Context: an optimization exercise on an open-source flow, tuned for small area, a short achievable clock period and few clock cycles per item. The choices shown serve that exercise and are no tape-out recipe.
RTL that was checked went through simulation tests only; none was proved equivalent to the original.
For run 2, only the layout was checked, not whether the RTL still works.

## flow/design.v (module list and top-level ports; edited modules follow where they fit)
// module fix_rnd24: 28 lines
// module fix_to_f32: 23 lines
// module fp32_kround: 34 lines
// module kp_1140: 604 lines
// module kp_2032: 468 lines
// module kp_395: 664 lines
// module kp_581: 784 lines
// module kp_492: 664 lines
// module kp_877: 492 lines
// module kp_299: 192 lines
// module kp_587: 184 lines
// module kp_114: 232 lines
// module fp32_add: 60 lines
// module fp32_subh: 56 lines
// module csc_clip16: 22 lines
// module csc_u8_kprods: 16 lines
// module csc_fwd: 20 lines
// module fix_s36_to_f32: 9 lines
// module csc_inv_a: 25 lines
// module csc_inv: 36 lines
// module csc_top: 100 lines
module csc_top (
    input  wire        clk,
    input  wire        rst,
    input  wire        in_valid,
    output wire        in_ready,
    input  wire        in_mode,      
    input  wire [31:0] in_c0,
    input  wire [31:0] in_c1,
    input  wire [31:0] in_c2,
    input  wire [15:0] in_alpha,
    output reg         out_valid,
    input  wire        out_ready,
    output reg         out_mode,
    output reg  [31:0] out_c0,
    output reg  [31:0] out_c1,
    output reg  [31:0] out_c2,
    output reg  [15:0] out_alpha
);
  // ...
==> flow/run.sh <==
#!/bin/bash
# synth_recipe.tcl (not shown) runs the flow's synth.tcl, then flattens the netlist and writes it again
# the make line also repeats each setting of config.mk as NAME=value (left out here)
make -C /OpenROAD-flow-scripts/flow DESIGN_CONFIG=/design/flow/config.mk WORK_HOME=/design/flow/orfs CLKGATE_MAP_FILE= SYNTH_SCRIPT=/design/flow/synth_recipe.tcl finish
==> flow/config.mk <==
export PLATFORM = sky130hd
export DESIGN_NAME = csc_top
export DESIGN_NICKNAME = csc_top
export VERILOG_FILES = /design/flow/design.v
export SDC_FILE = /design/flow/constraint.sdc
export NUM_CORES = 4
export LEC_CHECK = 0
export ABC_AREA = 1
export CAP_MARGIN = 20
export CORE_MARGIN = 2
export CORE_UTILIZATION = 45
export PLACE_DENSITY = 0.6
export SLEW_MARGIN = 20
==> flow/constraint.sdc <==
create_clock -name core_clock -period 160.0 [get_ports {clk}]
set_input_delay 32.0000 -clock core_clock [delete_from_list [all_inputs] [get_ports {clk}]]
set_output_delay 32.0000 -clock core_clock [all_outputs]
set_load 0.01 [all_outputs]
==> summary.txt, run 1 <==
CTS resizes 0; Worst Reg2Reg Path Length in Cells around 210; max cap viols 0; Min-Delay Path Class reg2reg; met3 WL between 30 and 40 mm; delay-heaviest family, CP simple AND/OR/NAND/NOR gates; Crit path depth about 210; routed wire length 569 mm; worst hold path depth 0; Layout fillers ~36k; die boundary height about 580 microns; nets@finish between 20k and 30k; DRC 0; Die Width 582 microns; CTS tree done; antenna cells 9; hold buffer count at CTS 0; Critical Path Start b_s2[0]$_DFFE_PN_; share of layout cells above drive strength 1 under 10%; outcome finished clean; starting density of the core between 40% and 50%; kind of critical path reg2reg; met2 GRT Util 53.5%; IO Count 232; fin crit share roughly a quarter; worst-margin pin slew about 1.4 ns; critical path arrival approximately 40 ns; final hold violations 0; DP Worst Slack approximately 120 ns; met1 GRT Util between 40% and 50%; final instance count without filler cells 28.6k; top_reg_cell synth edfxtp_1
Testbench counts, summed over its fixed seeds: cycles 16,408, items 16,384.
==> module csc_fwd, before the edit <==
module csc_fwd (
    input  wire [7:0]  r,
    input  wire [7:0]  g,
    input  wire [7:0]  b,
    output wire [34:0] yq,
    output wire [35:0] bq,
    output wire [35:0] rq
);
    wire [32:0] pr, pg, pb;      
    csc_u8_kprods u_p (.r(r), .g(g), .b(b), .pr(pr), .pg(pg), .pb(pb));
    wire [32:0] s1 = pr[32:0] + {pg[31:0], 1'b0};
    wire [33:0] yrg;
    fix_rnd24 #(.N(33)) u_r1 (.x(s1), .r(yrg));
    wire [34:0] s2 = {yrg[32:0], 2'b00} + {2'b00, pb[32:0]};
    wire [35:0] y36;
    fix_rnd24 #(.N(35)) u_r2 (.x(s2), .r(y36));
    assign yq = y36[34:0];
    assign bq = {1'b0, b, 27'b0} - {1'b0, yq};
    assign rq = {1'b0, r, 27'b0} - {1'b0, yq};
endmodule
==> module csc_inv, before the edit <==
module csc_inv (
    input  wire        mode,
    input  wire [35:0] s1,       
    input  wire [35:0] s2,       
    input  wire [35:0] s3,       
    input  wire [31:0] s4,       
    input  wire [31:0] s5,       
    output wire [31:0] o0,
    output wire [31:0] o1,
    output wire [31:0] o2
);
    localparam [31:0] HALF = 32'h3F000000;
    wire [30:0] yf;
    wire [31:0] bf, rf;
    fix_to_f32 #(.N(35), .ROUND(0)) u_fy (.x(s1[34:0]), .f(yf));
    fix_s36_to_f32 u_fb (.q(s2), .f(bf));
    fix_s36_to_f32 u_fr (.q(s3), .f(rf));
    wire [47:0] pu, pv;
    kp_492 u_pu (.x({1'b1, bf[22:0]}), .p(pu));
    kp_877 u_pv (.x({1'b1, rf[22:0]}), .p(pv));
    wire [31:0] mu, mv;
    fp32_kround #(.EK(8'd125), .TZK(0)) u_mu (.x(bf), .p(pu), .y(mu));
    fp32_kround #(.EK(8'd126), .TZK(1)) u_mv (.x(rf), .p(pv), .y(mv));
    wire [31:0] base = mode ? s1[31:0] : HALF;
    wire [31:0] a1, a2, a4;
    fp32_add u_a1 (.a(base), .b(mode ? s2[31:0] : mv), .y(a1));      
    fp32_add u_a2 (.a(base), .b(mode ? s3[31:0] : mu), .y(a2));      
    fp32_add u_a4 (.a(s5), .b({~s4[31], s4[30:0]}), .y(a4));         
    wire [15:0] cr, cg, cb;
    csc_clip16 u_cr (.v(a1), .q(cr));
    csc_clip16 u_cg (.v(a4), .q(cg));
    csc_clip16 u_cb (.v(a2), .q(cb));
    assign o0 = mode ? {16'b0, cr} : {1'b0, yf};
    assign o1 = mode ? {16'b0, cg} : a2;
    assign o2 = mode ? {16'b0, cb} : a1;
endmodule
==> module csc_top, before the edit <==
module csc_top (
    input  wire        clk,
    input  wire        rst,
    input  wire        in_valid,
    output wire        in_ready,
    input  wire        in_mode,      
    input  wire [31:0] in_c0,
    input  wire [31:0] in_c1,
    input  wire [31:0] in_c2,
    input  wire [15:0] in_alpha,
    output reg         out_valid,
    input  wire        out_ready,
    output reg         out_mode,
    output reg  [31:0] out_c0,
    output reg  [31:0] out_c1,
    output reg  [31:0] out_c2,
    output reg  [15:0] out_alpha
);
    wire en = !out_valid || out_ready;
    reg        k_v;
    reg        k_mode;
    reg [31:0] k_c0, k_c1, k_c2;
    reg [15:0] k_al;
    assign in_ready = !k_v;
    wire accept = in_valid && !k_v;
    reg        a_v, a_mode;
    reg [31:0] a_c0, a_c1, a_c2;
    reg [15:0] a_al;
    always @(posedge clk) begin
        if (rst) begin
            k_v <= 1'b0;
        end else if (en) begin
            k_v <= 1'b0;
        end else if (accept) begin
            k_v <= 1'b1;
        end
        if (!en && accept) begin
            k_mode <= in_mode;
            k_c0 <= in_c0; k_c1 <= in_c1; k_c2 <= in_c2; k_al <= in_alpha;
        end
    end
    always @(posedge clk) begin
        if (rst) begin
            a_v <= 1'b0;
        end else if (en) begin
            a_v <= k_v || accept;
        end
        if (en) begin
            a_mode <= k_v ? k_mode : in_mode;
            a_c0   <= k_v ? k_c0 : in_c0;
            a_c1   <= k_v ? k_c1 : in_c1;
            a_c2   <= k_v ? k_c2 : in_c2;
            a_al   <= k_v ? k_al : in_alpha;
        end
    end
    wire [34:0] fy;
    wire [35:0] fby, fry;
    csc_fwd u_fwd (.r(a_c0[7:0]), .g(a_c1[7:0]), .b(a_c2[7:0]),
                   .yq(fy), .bq(fby), .rq(fry));
    wire [31:0] m1, m2, m4, gt;
    csc_inv_a u_inva (.y(a_c0), .u(a_c1), .v(a_c2),
                      .m1(m1), .m2(m2), .m4(m4), .gt(gt));
    reg        b_v, b_mode;
    reg [35:0] b_s1, b_s2, b_s3;
    reg [31:0] b_s4, b_s5;
    reg [15:0] b_al;
    always @(posedge clk) begin
        if (rst) begin
            b_v <= 1'b0;
        end else if (en) begin
            b_v <= a_v;
        end
        if (en) begin
            b_mode <= a_mode;
            b_al   <= a_al;
            b_s1   <= a_mode ? {4'b0, a_c0} : {1'b0, fy};
            b_s2   <= a_mode ? {4'b0, m1} : fby;
            b_s3   <= a_mode ? {4'b0, m2} : fry;
            b_s4   <= m4;
            b_s5   <= gt;
        end
    end
    wire [31:0] o0, o1, o2;
    csc_inv u_inv (.mode(b_mode), .s1(b_s1), .s2(b_s2), .s3(b_s3),
                   .s4(b_s4), .s5(b_s5), .o0(o0), .o1(o1), .o2(o2));
    always @(posedge clk) begin
        if (rst) begin
            out_valid <= 1'b0;
        end else if (en) begin
            out_valid <= b_v;
        end
        if (en) begin
            out_mode  <= b_mode;
            out_alpha <= b_al;
            out_c0    <= o0;
            out_c1    <= o1;
            out_c2    <= o2;
        end
    end
endmodule
==> run 2, diff against run 1 <==
==> flow/design.v (replaced) <==
module fix_rnd24 #(
    parameter N = 32
) (
    input  wire [N-1:0] x,
    output wire [N:0]   r
);
    wire [N-1:0] mask;
    genvar i;
    generate
        for (i = 0; i < N; i = i + 1) begin : g_mask
            if (i + 24 < N) begin : g_m
                assign mask[i] = |x[N-1:i+24];
            end else begin : g_z
                assign mask[i] = 1'b0;
            end
        end
    endgenerate
    wire [N:0]   m1 = {1'b0, mask};
    wire [N:0]   lo = {mask[N-2:0], 1'b1} & ~m1;         
    wire [N:0]   gb = m1 & ~{1'b0, m1[N:1]};             
    wire [N:0]   sb = {1'b0, m1[N:1]};                   
    wire [N:0]   xx = {1'b0, x};
    wire         g   = |(xx & gb);
    wire         st  = |(xx & sb);
    wire         lsb = |(xx & lo);
    wire         rup = g & (st | lsb);
    assign r = (xx & ~m1) + (rup ? lo : {(N+1){1'b0}});
endmodule
module fix_to_f32 #(
    parameter N = 35,
    parameter ROUND = 1
) (
    input  wire [N-1:0] x,
    output wire [30:0]  f
);
    reg [5:0] lz;
    integer i;
    always @(*) begin
        lz = N;
        for (i = 0; i < N; i = i + 1)
            if (x[i]) lz = N - 1 - i;
    end
    wire [N-1:0] n = x << lz;
    wire [23:0]  mant = n[N-1:N-24];
    wire         g    = n[N-25];
    wire         st   = |n[N-26:0];
    wire         rup  = (ROUND != 0) & g & (st | mant[0]);
    wire [7:0]   e    = (N - 1 + 100) - lz;
    wire [30:0]  v    = {e, mant[22:0]} + {30'b0, rup};
    assign f = (x == 0) ? 31'd0 : v;
endmodule
module fp32_kmul #(
    parameter [31:0] KA = 32'h3F800000,
    parameter [31:0] KB = 32'h3F800000
) (
    input  wire        sel,
    input  wire [31:0] x,
    output wire [31:0] y
);
    wire [23:0] ka = {1'b1, KA[22:0]};
    wire [23:0] kb = {1'b1, KB[22:0]};
    wire [23:0] mk = sel ? ka : kb;
    wire [7:0]  ek = sel ? KA[30:23] : KB[30:23];
    wire        x_nan  = (x[30:23] == 8'hFF) && (x[22:0] != 0);
    wire        x_inf  = (x[30:23] == 8'hFF) && (x[22:0] == 0);
    wire        x_zero = (x[30:23] == 8'h00);
    wire        s = x[31];
    wire [47:0] p = {1'b1, x[22:0]} * mk;
    wire        hi = p[47];
    wire [23:0] mant = hi ? p[47:24] : p[46:23];
    wire        g    = hi ? p[23] : p[22];
    wire        st   = hi ? (|p[22:0]) : (|p[21:0]);
    wire [9:0]  eo = {2'b0, x[30:23]} + {2'b0, ek} - 10'd127 + {9'b0, hi};
    wire        rup = g & (st | mant[0]);
    wire [30:0] rnd = {eo[7:0], mant[22:0]} + {30'b0, rup};
    wire        ovf = (eo >= 10'd255);
    assign y = x_nan  ? 32'h7FC00000 :
               x_inf  ? {s, 8'hFF, 23'b0} :
               x_zero ? {s, 31'b0} :
               ovf    ? {s, 8'hFF, 23'b0} :
               {s, rnd};
endmodule
module fp32_add (
    input  wire [31:0] a,
    input  wire [31:0] b,
    output wire [31:0] y
);
    wire a_nan = (a[30:23] == 8'hFF) && (a[22:0] != 0);
    wire b_nan = (b[30:23] == 8'hFF) && (b[22:0] != 0);
    wire a_inf = (a[30:23] == 8'hFF) && (a[22:0] == 0);
    wire b_inf = (b[30:23] == 8'hFF) && (b[22:0] == 0);
    wire        swap = (b[30:0] > a[30:0]);
    wire [31:0] x = swap ? b : a;
    wire [31:0] z = swap ? a : b;
    wire        xn = (x[30:23] != 0);
    wire        zn = (z[30:23] != 0);
    wire [7:0]  ex = {x[30:24], x[23] | ~xn};
    wire [7:0]  ez = {z[30:24], z[23] | ~zn};
    wire [23:0] mx = {xn, x[22:0]};
    wire [23:0] mz = {zn, z[22:0]};
    wire [7:0]  d  = ex - ez;
    wire        big = (d > 8'd25);
    wire [25:0] zal = big ? 26'd0 : ({mz, 2'b00} >> d[4:0]);
    reg [4:0] tz;
    integer k;
    always @(*) begin
        tz = 5'd24;
        for (k = 23; k >= 0; k = k - 1)
            if (mz[k]) tz = k[4:0];
    end
    wire        zst = (d > {3'b0, tz} + 8'd2);
    wire        esub = x[31] ^ z[31];
    wire [27:0] xo  = {1'b0, mx, 3'b000};
    wire [27:0] zo  = {2'b00, zal, zst};
    wire [27:0] sum = esub ? (xo - zo) : (xo + zo);
    reg [4:0] lz;
    integer i;
    always @(*) begin
        lz = 5'd27;
        for (i = 0; i < 27; i = i + 1)
            if (sum[i]) lz = 5'd26 - i[4:0];
    end
    wire [7:0]  lim = ex - 8'd1;
    wire        lcap = ({3'b0, lz} > lim);
    wire [4:0]  lsh = lcap ? lim[4:0] : lz;
    wire [26:0] nl  = sum[26:0] << lsh;
    wire        cy  = sum[27];
    wire [23:0] mant = cy ? sum[27:4] : nl[26:3];
    wire        g    = cy ? sum[3] : nl[2];
    wire        st   = cy ? (|sum[2:0]) : (|nl[1:0]);
    wire [7:0]  eo   = cy ? (ex + 8'd1) : (nl[26] ? (ex - {3'b0, lsh}) : 8'd0);
    wire        rup  = g & (st | mant[0]);
    wire [30:0] rnd  = {eo, mant[22:0]} + {30'b0, rup};
    wire        ovf  = (eo == 8'hFF);
    wire        zero_sum = (sum == 0);
    assign y = (a_nan || b_nan || (a_inf && b_inf && (a[31] != b[31]))) ? 32'h7FC00000 :
               a_inf    ? {a[31], 8'hFF, 23'b0} :
               b_inf    ? {b[31], 8'hFF, 23'b0} :
               zero_sum ? {(a[31] & b[31]), 31'b0} :
               ovf      ? {x[31], 8'hFF, 23'b0} :
               {x[31], rnd};
endmodule
module csc_clip16 (
    input  wire [31:0] v,
    output wire [15:0] q
);
    wire        vn = (v[30:23] != 0);
    wire [23:0] m  = {vn, v[22:0]};
    wire [32:0] x  = {m, 8'b0} + {9'b0, m};
    wire        hi = x[32];
    wire        g  = hi ? x[8] : x[7];
    wire        st = hi ? (|x[7:0]) : (|x[6:0]);
    wire        lsb = hi ? x[9] : x[8];
    wire        rup = g & (st | lsb);
    wire [24:0] xt = hi ? x[32:8] : {1'b0, x[31:8]};    
    wire [24:0] xr = (hi ? {xt[24:1], 1'b0} : xt) + (rup ? (hi ? 25'd2 : 25'd1) : 25'd0);
    wire [7:0]  e  = {v[30:24], v[23] | ~vn};
    wire [7:0]  sh = 8'd142 - e;       
    wire [24:0] pint = (e > 8'd142) ? 25'h1FFFFFF : (xr >> sh);
    wire is_nan = (v[30:23] == 8'hFF) && (v[22:0] != 0);
    assign q = (is_nan || v[31]) ? 16'd0 :
               (v[30:0] > 31'h437F0000) ? 16'hFFFF :
               pint[15:0];
endmodule
module csc_u8_kprod #(
    parameter [23:0] M = 24'h800000
) (
    input  wire [7:0]  n,
    output wire [32:0] p
);
    wire [31:0] raw = n * M;
    fix_rnd24 #(.N(32)) u_r (.x(raw), .r(p));
endmodule
module csc_fwd (
    input  wire [7:0]  r,
    input  wire [7:0]  g,
    input  wire [7:0]  b,
    output wire [31:0] y,
    output wire [31:0] by,
    output wire [31:0] ry
);
    wire [32:0] pr, pg, pb;      
    csc_u8_kprod #(.M(24'h991687)) u_pr (.n(r), .p(pr));
    csc_u8_kprod #(.M(24'h9645A2)) u_pg (.n(g), .p(pg));
    csc_u8_kprod #(.M(24'hE978D5)) u_pb (.n(b), .p(pb));
    wire [32:0] s1 = pr[32:0] + {pg[31:0], 1'b0};
    wire [33:0] yrg;
    fix_rnd24 #(.N(33)) u_r1 (.x(s1), .r(yrg));
    wire [34:0] s2 = {yrg[32:0], 2'b00} + {2'b00, pb[32:0]};
    wire [35:0] yq;
    fix_rnd24 #(.N(35)) u_r2 (.x(s2), .r(yq));
    wire [35:0] bq = {1'b0, b, 27'b0} - yq;
    wire [35:0] rq = {1'b0, r, 27'b0} - yq;
    wire [34:0] bm = bq[35] ? (~bq[34:0] + 35'd1) : bq[34:0];
    wire [34:0] rm = rq[35] ? (~rq[34:0] + 35'd1) : rq[34:0];
    wire [30:0] yf, bf, rf;
    fix_to_f32 #(.N(35), .ROUND(0)) u_fy (.x(yq[34:0]), .f(yf));
    fix_to_f32 #(.N(35), .ROUND(1)) u_fb (.x(bm), .f(bf));
    fix_to_f32 #(.N(35), .ROUND(1)) u_fr (.x(rm), .f(rf));
    assign y  = {1'b0, yf};
    assign by = {bq[35], bf};
    assign ry = {rq[35], rf};
endmodule
module csc_inv (
    input  wire        mode,
    input  wire [31:0] s1,
    input  wire [31:0] s2,
    input  wire [31:0] s3,
    output wire [31:0] o0,
    output wire [31:0] o1,
    output wire [31:0] o2
);
    localparam [31:0] K1140 = 32'h3F91EB85;
    localparam [31:0] K395  = 32'h3ECA3D71;
    localparam [31:0] K581  = 32'h3F14BC6A;
    localparam [31:0] K2032 = 32'h40020C4A;
    localparam [31:0] K492  = 32'h3EFBE76D;
    localparam [31:0] K877  = 32'h3F608312;
    localparam [31:0] HALF  = 32'h3F000000;
    wire [31:0] m1, m2, m3, m4;
    fp32_kmul #(.KA(K1140), .KB(K877)) u_m1 (.sel(mode), .x(s3), .y(m1));
    fp32_kmul #(.KA(K2032), .KB(K492)) u_m2 (.sel(mode), .x(s2), .y(m2));
    fp32_kmul #(.KA(K395),  .KB(K395)) u_m3 (.sel(1'b1), .x(s2), .y(m3));
    fp32_kmul #(.KA(K581),  .KB(K581)) u_m4 (.sel(1'b1), .x(s3), .y(m4));
    wire [31:0] base = mode ? s1 : HALF;
    wire [31:0] a1, a2, gt, a4;
    fp32_add u_a1 (.a(base), .b(m1), .y(a1));                     
    fp32_add u_a2 (.a(base), .b(m2), .y(a2));                     
    fp32_add u_a3 (.a(s1), .b({~m3[31], m3[30:0]}), .y(gt));
    fp32_add u_a4 (.a(gt), .b({~m4[31], m4[30:0]}), .y(a4));      
    wire [15:0] cr, cg, cb;
    csc_clip16 u_cr (.v(a1), .q(cr));
    csc_clip16 u_cg (.v(a4), .q(cg));
    csc_clip16 u_cb (.v(a2), .q(cb));
    assign o0 = mode ? {16'b0, cr} : s1;
    assign o1 = mode ? {16'b0, cg} : a2;
    assign o2 = mode ? {16'b0, cb} : a1;
endmodule
module csc_top (
    input  wire        clk,
    input  wire        rst,
    input  wire        in_valid,
    output wire        in_ready,
    input  wire        in_mode,      
    input  wire [31:0] in_c0,
    input  wire [31:0] in_c1,
    input  wire [31:0] in_c2,
    input  wire [15:0] in_alpha,
    output reg         out_valid,
    input  wire        out_ready,
    output reg         out_mode,
    output reg  [31:0] out_c0,
    output reg  [31:0] out_c1,
    output reg  [31:0] out_c2,
    output reg  [15:0] out_alpha
);
    localparam [31:0] NHALF = 32'hBF000000;    
    wire en = !out_valid || out_ready;
    reg        k_v;
    reg        k_mode;
    reg [31:0] k_c0, k_c1, k_c2;
    reg [15:0] k_al;
    assign in_ready = !k_v;
    wire accept = in_valid && !k_v;
    reg        a_v, a_mode;
    reg [31:0] a_c0, a_c1, a_c2;
    reg [15:0] a_al;
    always @(posedge clk) begin
        if (rst) begin
            k_v <= 1'b0;
        end else if (en) begin
            k_v <= 1'b0;
        end else if (accept) begin
            k_v <= 1'b1;
        end
        if (!en && accept) begin
            k_mode <= in_mode;
            k_c0 <= in_c0; k_c1 <= in_c1; k_c2 <= in_c2; k_al <= in_alpha;
        end
    end
    always @(posedge clk) begin
        if (rst) begin
            a_v <= 1'b0;
        end else if (en) begin
            a_v <= k_v || accept;
        end
        if (en) begin
            a_mode <= k_v ? k_mode : in_mode;
            a_c0   <= k_v ? k_c0 : in_c0;
            a_c1   <= k_v ? k_c1 : in_c1;
            a_c2   <= k_v ? k_c2 : in_c2;
            a_al   <= k_v ? k_al : in_alpha;
        end
    end
    wire [31:0] fy, fby, fry;
    csc_fwd u_fwd (.r(a_c0[7:0]), .g(a_c1[7:0]), .b(a_c2[7:0]),
                   .y(fy), .by(fby), .ry(fry));
    wire [31:0] tu, tv;
    fp32_add u_tu (.a(a_c1), .b(NHALF), .y(tu));
    fp32_add u_tv (.a(a_c2), .b(NHALF), .y(tv));
    reg        b_v, b_mode;
    reg [31:0] b_s1, b_s2, b_s3;
    reg [15:0] b_al;
    always @(posedge clk) begin
        if (rst) begin
            b_v <= 1'b0;
        end else if (en) begin
            b_v <= a_v;
        end
        if (en) begin
            b_mode <= a_mode;
            b_al   <= a_al;
            b_s1   <= a_mode ? a_c0 : fy;
            b_s2   <= a_mode ? tu : fby;
            b_s3   <= a_mode ? tv : fry;
        end
    end
    wire [31:0] o0, o1, o2;
    csc_inv u_inv (.mode(b_mode), .s1(b_s1), .s2(b_s2), .s3(b_s3),
                   .o0(o0), .o1(o1), .o2(o2));
    always @(posedge clk) begin
        if (rst) begin
            out_valid <= 1'b0;
        end else if (en) begin
            out_valid <= b_v;
        end
        if (en) begin
            out_mode  <= b_mode;
            out_alpha <= b_al;
            out_c0    <= o0;
            out_c1    <= o1;
            out_c2    <= o2;
        end
    end
endmodule
==> run 2 against run 1 <==
Effect of this change:
- count of clock-buffer cells in the layout is 16 lower
- non-clock buffer count decreased by 19
- hold slack got worse by 0.00069 ns
- design area grew 7.9%
- maximum frequency decreased by 20%
- cell count rose by 3.0%
- register-to-register slack lost 9.6 ns
- critical path type unchanged
==> summary.txt, run 2 <==
final hold violations 0 (unchanged); first-pass GRT wire length 879 mm (was 871 mm); First-pass DRT Iterations 8 (was 9); Multi-input gate area 127000 sq um (was 115000 sq um); Layout fillers 38.1k (was 35.8k); Startpoint Class flip-flop (unchanged); last element of the critical path out_c1[9]$_DFFE_PN_ (was out_c2[2]$_DFFE_PN_); Yosys warnings 4 (was 9); post-route ant nets 0 (unchanged); kind of critical path reg2reg (unchanged); CTS resizes 0 (unchanged); fmax 0.0209 GHz (was 0.0261 GHz); Slowest-stage cell, CP edfxtp_1 (was a31oi_1); relative slew slack 14.9% (was 7.80%); critical path arrival 48.40 ns (was 38.84 ns); nets@finish 28.0k (was 26.4k); Seq/Total Area, Yosys 8.40% (was 10.6%); Post-DP HPWL 489 mm (was 476 mm); Unique masters post-synth 119 (was 117); Fin Hold WS 0.414 ns (about the same); synthesized area 163000 sq um (was 150000 sq um); setup TNS 0 ns (unchanged); worst reg2reg path startpoint b_s2[15]$_DFFE_PN_ (was b_s2[0]$_DFFE_PN_); top post-synthesis cells by area ha_1 16%, fa_1 14%, nand2_1 13%, inv_1 11%, edfxtp_1 8.4% (was nand2_1 15%, ha_1 12%, edfxtp_1 11%, inv_1 9.9%, fa_1 9.7%); All-Layer GR Usage 30.7% (was 32.6%); Buf/Inv on CP 36 (unchanged); Critical Path RT 160.46 ns (was 160.48 ns); CTS tree done (unchanged); Commonest cells post-synth 5676 x nand2_1, 4630 x inv_1, 2092 x ha_1 (was 6199 x nand2_1, 3965 x inv_1, 2262 x nand3_1); WL per Instance 19.5 microns (was 19.9 microns); Synth Instances 24.8k (was 24.3k); post-synthesis register bit count 456 (was 530); share of layout cells above drive strength 1 5.17% (was 5.32%); Min-Delay Path Class reg2reg (unchanged); starting density of the core 45.2% (was 45.1%); hold buffer count at CTS 0 (unchanged); worst-margin pin slew 1.26 ns (was 1.37 ns); Max H-tree Level 2 (was 3); Rows 220 (was 212); die boundary height 605 microns (was 582 microns); Worst Skew 0.0728 ns (was 0.0706 ns); delay-heaviest family, CP simple AND/OR/NAND/NOR gates (unchanged); delay of the slowest critical-path stage 0.78 ns (was 0.84 ns); Register Area 13700 sq um (was 15900 sq um); Root Buffer clkbuf_16 (unchanged); Critical Path Start b_s2[15]$_DFFE_PN_ (was b_s2[0]$_DFFE_PN_); vias 160k (was 159k); top-area cell type share of the netlist area 16.1% (was 15.5%); Setup Buffers After CTS 0 (unchanged); core area 359000 sq um (was 333000 sq um); Die Width 605 microns (was 582 microns); Worst R2R End out_c1[9]$_DFFE_PN_ (was out_c2[2]$_DFFE_PN_); routed wire length 573 mm (was 569 mm); most frequent cells in the layout 5672 x nand2_1, 4628 x inv_1, 2092 x ha_1, 1987 x nor2_1, 1760 x o21ai_0 (was 6197 x nand2_1, 3961 x inv_1, 2262 x nand3_1, 2075 x nor2_1, 1455 x ha_1); number of synthesized flops with an enable pin 452 (was 526); clk latency of the worst-skew pair 0.80 ns (was 0.81 ns); final setup fails 0 (unchanged); First DRT Iteration DRCs 13.5k (was 15.0k); CTS clk-pin slew, worst paths 0.06 ns (about the same); Worst Reg2Reg Path Length in Cells 264 (was 212); TritonCTS buffer count 60 (was 71); most common cell after layout, fill and taps aside nand2_1 (unchanged); RSZ-0062 raised after global routing no (unchanged); CP max FO 82 (was 74); leading area contributor after synthesis ha_1 (was nand2_1); max cap viols 0 (unchanged); total grt overflow 0 (unchanged); IO Count 232 (unchanged); Sink Count 456 (was 530); synthesized area per cell 6.56 sq um (was 6.19 sq um); minimum clock period 47.94 ns (was 38.36 ns); Final Wtd Congestion 0.991 (was 1.05); most frequent CP cell nand2_1 (unchanged); vias in the first global route 152k (was 149k); Clock Path Buffers 3 (was 4); pin count of the biggest net entering global routing 100 (was 95); antenna violations before repair 40 (was 25); DRC 0 (unchanged); post-synthesis async set-or-reset flop share 0% (unchanged); die area 366000 sq um (was 338000 sq um); Area Growth Syn to Fin 4.95% (was 5.29%); Setup crit end kind flip-flop (unchanged); outcome finished clean (unchanged); most numerous cell in the Yosys netlist nand2_1 (unchanged); Slew Viols, Final 0 (unchanged); DR vias/cell 5.42 (was 5.56); fin crit share 30.0% (was 24.0%); R2R setup slack 112.06 ns (was 121.65 ns); Crit path depth 264 (was 212); Port Buffers 231 (was 230); top_reg_cell synth edfxtp_1 (unchanged)
## run 2: logic make-up (layout without fill, tap and decap cells)
kind of cell	Yosys count	after routing	synth area share [%]
simple gates	10900	10900	29.6
buf+inv	5443	5322	13.5
compound gates	3888	3888	13.5
fa+ha+maj	3246	3246	30.3
xor+xnor	779	779	4.30
flops	456	456	8.40
mux	55	55	0.340
other cells	2	38	0.00462
## run 2: stage by stage
step	utilization (%)	cell area (sq um)	instances	setup WS, ns
5_1_grt	47.5	171000	29500	106.95
4_1_cts	47.5	170000	29400	112.63
6_report	47.5	171000	29500	112.06
3_5_place_dp	46.9	168000	29300	112.93
3_3_place_gp	46.9	168000	29300	113.46
2_1_floorplan	-	163000	24800	109.27
## run 2: worst register-to-register path, delay by kind of cell (launching register included)
family	cells	cell delay [ns]
simple gates	143	20.86
flops	1	0.78
fa+ha+maj	26	9.65
xor+xnor	5	1.12
buf+inv	36	6.51
compound gates	54	8.82
## run 2: metal layers
metal  up-vias  global-route usage [%]  routed length [microns]
li1      79400                       -                        -
met2      4813                    51.2                   264000
met4        10                    13.3                    28300
met3       856                    2.86                    32400
met1     74600                    40.2                   248000
met5         -                       0                       75
## run 2: layout make-up
type | instances | area share (%)
Multi-Input combinational cell | 18900 | 74.5
Sequential cell | 456 | 8.01
Clock buffer | 69 | 0.900
Antenna cell | 24 | 0.0352
Timing Repair Buffer | 425 | 2.22
Tap cell | 4773 | 3.50
Inverter | 4783 | 10.6
Clock inverter | 45 | 0.273
## run 2: worst min-delay path by stage
stage	startpoint	slack (ns)	depth (start not counted)	end
floorplan	a_al[0]$_DFFE_PN_	0.40	0	b_al[0]$_DFFE_PN_
global placement	a_al[10]$_DFFE_PN_	0.40	0	b_al[10]$_DFFE_PN_
detailed placement	a_al[10]$_DFFE_PN_	0.40	0	b_al[10]$_DFFE_PN_
CTS	a_al[8]$_DFFE_PN_	0.42	0	b_al[8]$_DFFE_PN_
global route	a_al[5]$_DFFE_PN_	0.42	0	b_al[5]$_DFFE_PN_
finish	a_al[8]$_DFFE_PN_	0.41	0	b_al[8]$_DFFE_PN_

[what the ideal ports hide]
Ports are ideal in the flow. The routed layouts listed here were re-timed in OpenROAD. Step 1 assumes that a clkbuf_16 drives the clock port and a buf_2 every other input. Step 2 times the ports against the registers' clock, not the clock port: input delays grow and output delays shrink by t, the midpoint of the rising clock arrivals with the driver on. a / b / c = ideal / step 1 / step 2; a / b = the first two.
| run | t (ns) | slack for setup (ns) | worst data-port slew with drivers (ns) |
|---|---|---|---|
| run 1 | 0.886 | 121.645 / 121.645 / 121.645 | 0.09 |
| run 2 | 0.879 | 112.063 / 112.063 / 112.063 | 0.22 |
After both steps every run listed still meets setup and hold.
